Background: an optimization exercise with open tools, aiming at small area, a short achievable clock period and few clock cycles. Do not read the settings as production practice.
In this exercise RTL edits were held to simulation tests only and were not proved equivalent to the original.
No activity file was given, so power comes from the tool's default toggle rates.

## job 4503
// rx_framer
module rx_framer #(
    parameter CAP         = 128,         
    parameter IDX_W       = 7,           
    parameter MAX_PAYLOAD = 48,          
    parameter STG_AW      = 6            
) (
    input  wire             clk,
    input  wire             rst,           
    input  wire             init,          
    input  wire             rx_valid,      
    input  wire [7:0]       rx_data,
    input  wire             cfg_valid,     
    input  wire [7:0]       cfg_max_type,
    input  wire [1:0]       cfg_sel,       
    output wire [7:0]       val_type,      
    output wire [7:0]       val_len,
    input  wire             val_ok,
    output wire             disp_valid,    
    input  wire             disp_ready,
    output wire [1:0]       disp_tag,
    output wire [7:0]       disp_type,
    output wire [7:0]       disp_len,
    input  wire [STG_AW-1:0] stg_raddr,    
    output wire [7:0]       stg_rdata,
    output wire [IDX_W-1:0] rx_count,      
    output wire [15:0]      overflow_count,
    output wire             rx_fault,
    output wire             configured
);
Size: roughly 3700 cells after synthesis, ~1500 flip-flops, ~99 I/O pins, roughly 0.064 mm^2 of cells after synthesis.
==> flow/config.mk <==
export PLATFORM = sky130hd
export DESIGN_NAME = rx_framer
export DESIGN_NICKNAME = rx_framer
export VERILOG_FILES = /design/flow/design.v
export SDC_FILE = /design/flow/constraint.sdc
export NUM_CORES = 4
export LEC_CHECK = 0
export ABC_CLOCK_PERIOD_IN_PS = 5000
export CAP_MARGIN = 20
export CORE_MARGIN = 2
export CORE_UTILIZATION = 40
export SETUP_SLACK_MARGIN = 3.5
export SLEW_MARGIN = 20
==> flow/constraint.sdc <==
create_clock -name core_clock -period 8.5 [get_ports {clk}]
set_input_delay 1.7000 -clock core_clock [delete_from_list [all_inputs] [get_ports {clk}]]
set_output_delay 1.7000 -clock core_clock [all_outputs]
set_load 0.01 [all_outputs]
run.sh (not shown) runs the stock make flow with config.mk's settings and CLKGATE_MAP_FILE= SYNTH_SCRIPT=/design/flow/synth_recipe.tcl, a recipe that flattens the netlist after the stock synthesis.
Job 4503 finished end to end and its layout was clean on timing, DRC and antenna.
Testbench counts of job 4503, summed over its fixed seeds: cycles 14,718.
Relative to job 4503, the following input files were edited for job 4272:
# job 4503
export LEC_CHECK = 0
export ABC_CLOCK_PERIOD_IN_PS = 5000
export CAP_MARGIN = 20
export CORE_MARGIN = 2
export CORE_UTILIZATION = 40
export SETUP_SLACK_MARGIN = 3.5
export SLEW_MARGIN = 20
create_clock -name core_clock -period 8.5 [get_ports {clk}]
# job 4272
export LEC_CHECK = 0
export CAP_MARGIN = 20
export CORE_MARGIN = 2
export CORE_UTILIZATION = 40
export SLEW_MARGIN = 20
create_clock -name core_clock -period 8.5 [get_ports {clk}]
Results
Comparing job 4272 with job 4503, the clock-pin slew on the worst setup and hold paths came out essentially unchanged. Cmp job 4503 and job 4272 / wire length of the first global-routing pass / lower: job 4272. Summary: estimated wirelength of the detail-placed design, job 4272 better than job 4503. The higher via count of job 4503 and job 4272 is in job 4503. Looking at job 4503 and job 4272, the cell count after placement is a wash. Sort job 4503 and job 4272 by share of post-route cells with drive strength above 1, descending, and job 4503 comes first. In job 4272 relative to job 4503, post-layout instance area had gone down by a few percent. Summary — portion of the clock cycle consumed by the worst path in the final layout, job 4272 relative to job 4503: higher, by 21 points. | total of clock buffers placed in the layout | lower: job 4503 |.
For job 6181, these inputs were changed with respect to job 4272:
# job 4272
export LEC_CHECK = 0
export CAP_MARGIN = 20
export CORE_MARGIN = 2
export CORE_UTILIZATION = 40
export SLEW_MARGIN = 20
create_clock -name core_clock -period 8.5 [get_ports {clk}]
# job 6181
export LEC_CHECK = 0
export CAP_MARGIN = 20
export CORE_MARGIN = 2
export CORE_UTILIZATION = 40
export SETUP_SLACK_MARGIN = 3.0
export SLEW_MARGIN = 20
create_clock -name core_clock -period 8.5 [get_ports {clk}]
==> comparison <==
- Cmp job 6181 and job 4272 / fraction of power spent switching nets / lower: job 4272
- Going from job 4272 to job 6181, core utilization picked up an extra 2.2 points; clock buffer count from CTS has decreased; highest achievable clock rate shows an increase of 31%; area taken by flip-flops and latches held steady; cell area rose by 4.9%.
- Job 4272 -> job 6181: vertical die dimension delta 0, exact match

-- afterwards: timing with drivers on the ports --
No port has a modelled driver above. Below, the same layouts with a new extraction and two added sets of constraints.
Step 1 sets driving cells, clkbuf_16 on the clock port and buf_2 on the other inputs (assumed; they add their load-dependent delay and slew).
Step 2 times the ports against the registers' clock, not the clock port: input delays grow and output delays shrink by t, the midpoint of the rising clock arrivals with the driver on.
a / b / c = ideal ports / drivers / drivers and shift; a / b = the first two.
run	t, ns	setup slack, ns	worst hold slack (ns)	latest minus earliest clock arrival (ns)	pins driven straight from the clock port
job 4503	0.866	3.002 / 2.809 / 2.226	0.455 / 0.455 / 0.455	0.038 / 0.038	1
job 4272	0.857	1.219 / 1.138 / 1.268	0.454 / 0.454 / 0.454	0.075 / 0.075	1
job 6181	0.860	2.933 / 2.758 / 2.498	0.455 / 0.455 / 0.455	0.067 / 0.068	1
After both steps every run listed still meets setup and hold. For job 4503, which loses most, drivers alone change the setup slack by -0.193 ns; drivers and shift together by -0.776 ns.
